Background: an optimization exercise with open tools, aiming at small area. Do not read the settings as production practice.
The RTL was checked by simulation tests, not by an equivalence proof against the original design.
The clock input has no modelled driver; a real chip could not lean on it and would need a root buffer or a full tree.
Power and IR drop assume default switching activity.

== v6 ==
==> flow/design.v <==
module npc_checksum6 (
    input  wire [47:0] bytes,    
    output wire [7:0]  sum
);
    assign sum = bytes[7:0]   + bytes[15:8]  + bytes[23:16]
               + bytes[31:24] + bytes[39:32] + bytes[47:40];
endmodule
module npc_framer (
    input  wire        clk,
    input  wire        rst,
    input  wire        clear,
    input  wire        rx_valid,
    input  wire [7:0]  rx_byte,
    output wire        frame_valid,
    output wire [79:0] frame_data
);
    localparam [7:0] HEADER   = 8'hAA;
    localparam [7:0] CMD_MEAS = 8'hC0;
    localparam [7:0] TAIL     = 8'hAB;
    localparam [3:0] S_HUNT = 4'b0001;    
    localparam [3:0] S_CMD  = 4'b0101;    
    localparam [3:0] S_CKS  = 4'b0100;    
    localparam [3:0] S_OK   = 4'b0110;    
    localparam [3:0] S_BAD  = 4'b0111;    
    localparam [3:0] S_P0   = 4'b1000;    
    reg  [3:0]  s;
    reg  [47:0] pay;            
    reg  [7:0]  sum;            
    wire do_clear = rst | clear;
    wire collect  = rx_valid & s[3];
    assign frame_valid = ~do_clear & rx_valid & (s == S_OK) & (rx_byte == TAIL);
    assign frame_data  = {TAIL, sum, pay, CMD_MEAS, HEADER};
    always @(posedge clk)
        if (collect) pay <= {rx_byte, pay[47:8]};
    function [7:0] add8;
        input [7:0] a, b;
        reg c;
        integer i;
        begin
            c = 1'b0;
            for (i = 0; i < 8; i = i + 1) begin
                add8[i] = a[i] ^ (b[i] ^ c);
                c = (c & (a[i] | b[i])) | (a[i] & b[i]);
            end
        end
    endfunction
    always @(posedge clk)
        sum <= add8((s[3] | ~s[0]) ? sum : 8'd0, collect ? rx_byte : 8'd0);
    always @(posedge clk) begin
        if (do_clear) begin
            s <= S_HUNT;
        end else if (rx_valid) begin
            if (s[3]) begin
                if (s[2:0] == 3'b100) s <= S_CKS;
                else                  s <= {1'b1, s[1:0], ~s[2]};
            end else begin
                case (s)
                    S_HUNT:  s <= (rx_byte == HEADER)   ? S_CMD : S_HUNT;
                    S_CMD:   s <= (rx_byte == CMD_MEAS) ? S_P0  : S_HUNT;
                    S_CKS:   s <= (rx_byte == sum)      ? S_OK  : S_BAD;
                    default: s <= S_HUNT;
                endcase
            end
        end
    end
endmodule
module npc_encoder (
    input  wire       clk,
    input  wire       rst,
    input  wire       enc_valid,
    input  wire [2:0] enc_cmd,     
    input  wire       enc_arg,
    output wire       enc_ready,
    output wire       tx_valid,
    output wire [7:0] tx_byte,
    output wire       tx_last,
    input  wire       tx_ready
);
    localparam [4:0] O0 = 5'd13;
    localparam [4:0] O1 = 5'd27;
    localparam [4:0] O2 = 5'd23;
    localparam [4:0] O3 = 5'd15;
    localparam [4:0] O4 = 5'd31;
    localparam [4:0] O5 = 5'd30;
    localparam [4:0] O6 = 5'd29;
    localparam [4:0] O7 = 5'd26;
    localparam [4:0] O8 = 5'd20;
    localparam [4:0] O9 = 5'd8;
    localparam [4:0] O10 = 5'd17;
    localparam [4:0] O11 = 5'd2;
    localparam [4:0] O12 = 5'd4;
    localparam [4:0] O13 = 5'd9;
    localparam [4:0] O14 = 5'd18;
    localparam [4:0] O15 = 5'd5;
    localparam [4:0] O16 = 5'd10;
    localparam [4:0] O17 = 5'd21;
    localparam [4:0] O18 = 5'd11;
    reg       busy;
    reg [4:0] st;
    reg [2:0] tpl;
    wire [7:0] sub  = {5'd0, tpl[2] | tpl[1], ~tpl[2] | tpl[1], tpl[2] & tpl[0]};
    wire [7:0] par  = {7'd0, ~tpl[2]};
    wire [7:0] par2 = {7'd0, ~tpl[2] & tpl[0]};
    wire [7:0] cks  = {5'd0, tpl[1], tpl[2] ? ~tpl[1] : tpl[0], ~(tpl[2] ^ tpl[0])};
    reg [7:0] b;
    always @(*) begin
        case (st)
            O0: b = 8'hAA;
            O1: b = 8'hB4;
            O2: b = sub;
            O3: b = par;
            O4: b = par2;
            O15: b = 8'hFF;
            O16: b = 8'hFF;
            O17: b = cks;
            O18: b = 8'hAB;
            default: b = 8'h00;
        endcase
    end
    wire last = (st == O18);
    assign enc_ready = ~busy;
    assign tx_valid  = busy;
    assign tx_byte   = b;
    assign tx_last   = last;
    always @(posedge clk) begin
        if (rst)
            busy <= 1'b0;
        else if (!busy)
            busy <= enc_valid & ~(enc_cmd[2] & (enc_cmd[1] | enc_cmd[0]));
        else if (tx_ready & last)
            busy <= 1'b0;
    end
    always @(posedge clk) begin
        if (!busy)
            st <= O0;
        else if (tx_ready)
            st <= {st[3:0], st[0] ^ st[2] ^ st[3] ^ st[4]};
    end
    always @(posedge clk) begin
        if (!busy)
            tpl <= {enc_cmd[2] | enc_cmd[1], enc_cmd[0], enc_cmd[1] | (~enc_cmd[2] & ~enc_arg)};
    end
endmodule
module npc_core (
    input  wire        clk,
    input  wire        rst,
    input  wire        clear,
    input  wire        rx_valid,
    input  wire [7:0]  rx_byte,
    output wire        frame_valid,
    output wire [79:0] frame_data,
    input  wire        enc_valid,
    input  wire [2:0]  enc_cmd,
    input  wire        enc_arg,
    output wire        enc_ready,
    output wire        tx_valid,
    output wire [7:0]  tx_byte,
    output wire        tx_last,
    input  wire        tx_ready
);
    npc_framer u_framer (
        .clk         (clk),
        .rst         (rst),
        .clear       (clear),
        .rx_valid    (rx_valid),
        .rx_byte     (rx_byte),
        .frame_valid (frame_valid),
        .frame_data  (frame_data)
    );
    npc_encoder u_encoder (
        .clk       (clk),
        .rst       (rst),
        .enc_valid (enc_valid),
        .enc_cmd   (enc_cmd),
        .enc_arg   (enc_arg),
        .enc_ready (enc_ready),
        .tx_valid  (tx_valid),
        .tx_byte   (tx_byte),
        .tx_last   (tx_last),
        .tx_ready  (tx_ready)
    );
endmodule
export LEC_CHECK = 0
export CAP_MARGIN = 20
export CORE_MARGIN = 2
export CORE_UTILIZATION = 70
export PLACE_DENSITY = 0.8
export SLEW_MARGIN = 20
create_clock -name core_clock -period 6.0 [get_ports {clk}]
standard.sh (not shown) runs the stock make flow with config.mk's settings and CLKGATE_MAP_FILE= SYNTH_SCRIPT=/design/flow/synth_recipe.tcl, a recipe that flattens the netlist after the stock synthesis.
==> flow/flow/run.sh <==
#!/bin/bash
# Standard ORFS layout (the standard.sh, standard synthesis unchanged),
# with these changes:
#  - port buffers use the smallest buffer (buf_1) instead of the resizer's default;
#  - the synthesized tie cells are kept as they are (one per constant value)
#    instead of one tie cell per constant pin;
#  - clock tree: the registers are split into four groups of equal size by
#    location, each driven by one clock buffer from the clock port
#    (flow/clock_groups.tcl).
# ORFS logs stay in orfs/logs; standard.sh's own output goes to standard.log.
set -euo pipefail
HERE=$(pwd)
bash standard.sh \
  "BUFFER_PORTS_ARGS=-buffer_cell sky130_fd_sc_hd__buf_1" \
  "SKIP_REPAIR_TIE_FANOUT=1" \
  "PRE_CTS_TCL=$HERE/flow/clock_groups.tcl" \
  "CLK_GROUP_BUF=sky130_fd_sc_hd__clkbuf_8" \
  "CLK_GROUPS=4" \
  finish > standard.log 2>&1
Other scripts of this flow, unchanged in this note and not shown: flow/flow/clock_groups.tcl
v6 completed; timing, DRC and antenna clean
diff inputs: v6 => v7
-- flow/design.v --
<<< v6, line 18
    localparam [7:0] CMD_MEAS = 8'hC0;
    localparam [7:0] TAIL     = 8'hAB;
    localparam [3:0] S_HUNT = 4'b0001;    
    localparam [3:0] S_CMD  = 4'b0101;    
    localparam [3:0] S_CKS  = 4'b0100;    
    localparam [3:0] S_OK   = 4'b0110;    
    localparam [3:0] S_BAD  = 4'b0111;    
    localparam [3:0] S_P0   = 4'b1000;    
    reg  [3:0]  s;
>>> v7, line 18
    localparam [7:0] CMD_MEAS = 8'hC0;
    localparam [7:0] TAIL     = 8'hAB;
    localparam [3:0] S_HUNT = 4'b0000;    
    localparam [3:0] S_CMD  = 4'b0001;    
    localparam [3:0] S_CKS  = 4'b0010;    
    localparam [3:0] S_OK   = 4'b0011;    
    localparam [3:0] S_BAD  = 4'b0100;    
    localparam [3:0] S_P0   = 4'b1000;    
    reg  [3:0]  s;
<<< v6, line 46
    endfunction
    always @(posedge clk)
        sum <= add8((s[3] | ~s[0]) ? sum : 8'd0, collect ? rx_byte : 8'd0);
    always @(posedge clk) begin
        if (do_clear) begin
>>> v7, line 46
    endfunction
    always @(posedge clk)
        sum <= add8((s[3] | s[1]) ? sum : 8'd0, collect ? rx_byte : 8'd0);
    always @(posedge clk) begin
        if (do_clear) begin
<<< v6, line 77
    input  wire       tx_ready
);
    localparam [4:0] O0 = 5'd13;
    localparam [4:0] O1 = 5'd27;
    localparam [4:0] O2 = 5'd23;
    localparam [4:0] O3 = 5'd15;
    localparam [4:0] O4 = 5'd31;
    localparam [4:0] O5 = 5'd30;
    localparam [4:0] O6 = 5'd29;
    localparam [4:0] O7 = 5'd26;
    localparam [4:0] O8 = 5'd20;
    localparam [4:0] O9 = 5'd8;
    localparam [4:0] O10 = 5'd17;
    localparam [4:0] O11 = 5'd2;
    localparam [4:0] O12 = 5'd4;
    localparam [4:0] O13 = 5'd9;
    localparam [4:0] O14 = 5'd18;
    localparam [4:0] O15 = 5'd5;
    localparam [4:0] O16 = 5'd10;
    localparam [4:0] O17 = 5'd21;
    localparam [4:0] O18 = 5'd11;
    reg       busy;
    reg [4:0] st;
>>> v7, line 77
    input  wire       tx_ready
);
    localparam [4:0] O0 = 5'd7;
    localparam [4:0] O1 = 5'd8;
    localparam [4:0] O2 = 5'd9;
    localparam [4:0] O3 = 5'd10;
    localparam [4:0] O4 = 5'd11;
    localparam [4:0] O5 = 5'd12;
    localparam [4:0] O6 = 5'd13;
    localparam [4:0] O7 = 5'd14;
    localparam [4:0] O8 = 5'd15;
    localparam [4:0] O9 = 5'd16;
    localparam [4:0] O10 = 5'd17;
    localparam [4:0] O11 = 5'd18;
    localparam [4:0] O12 = 5'd19;
    localparam [4:0] O13 = 5'd20;
    localparam [4:0] O14 = 5'd21;
    localparam [4:0] O15 = 5'd22;
    localparam [4:0] O16 = 5'd23;
    localparam [4:0] O17 = 5'd24;
    localparam [4:0] O18 = 5'd25;
    reg       busy;
    reg [4:0] st;
<<< v6, line 135
            st <= O0;
        else if (tx_ready)
            st <= {st[3:0], st[0] ^ st[2] ^ st[3] ^ st[4]};
    end
    always @(posedge clk) begin
>>> v7, line 135
            st <= O0;
        else if (tx_ready)
            st <= st + 5'd1;
    end
    always @(posedge clk) begin
Findings:
v7 vs. v6: switching power went up by about 2%. | setup slack | lower: v6 |. Of v6 and v7, the higher critical path depth belongs to v7. Any difference in required time at the worst-slack endpoint between v6 and v7 is small enough to ignore. v7 and v6 ended up with roughly the same power drawn by the sequential cells. Compared with v6, in v7 global-route usage rose 2.7 points, highest net fanout along the worst path fell 1, die area rose about 1.7%.
In every run of this note, the design's own scripts or RTL, not TritonCTS, make the clock network.

## separate check: timing with driven ports
Ports are ideal in the flow. The routed layouts listed here were re-timed in OpenROAD.
Step 1: set_driving_cell puts a clkbuf_16 on clk and a buf_2 on each other input, an assumption about the parent block.
Step 2 adds t to the input delays and takes it off the output delays; t is the mean of the earliest and latest rising clock arrival at the registers after step 1. Input paths then give back, and output paths get back, about the clock's delay inside the block.
Slacks: ideal ports / drivers / drivers and shift; pairs: ideal ports / drivers.
run | t (ns) | slack for setup (ns) | latest minus earliest clock arrival (ns) | slew at the worst register clock pin (ns) | worst data-port slew with drivers (ns)
v6 | 0.202 | 1.895 / 1.922 / 1.720 | 0.020 / 0.020 | 0.11 / 0.11 | 0.03
v7 | 0.207 | 1.931 / 1.962 / 1.755 | 0.007 / 0.007 | 0.10 / 0.10 | 0.04
After both steps setup and hold are still met in every run listed. The setup slack of v7, which loses most, moves by +0.031 ns with the drivers and by -0.176 ns with both steps.
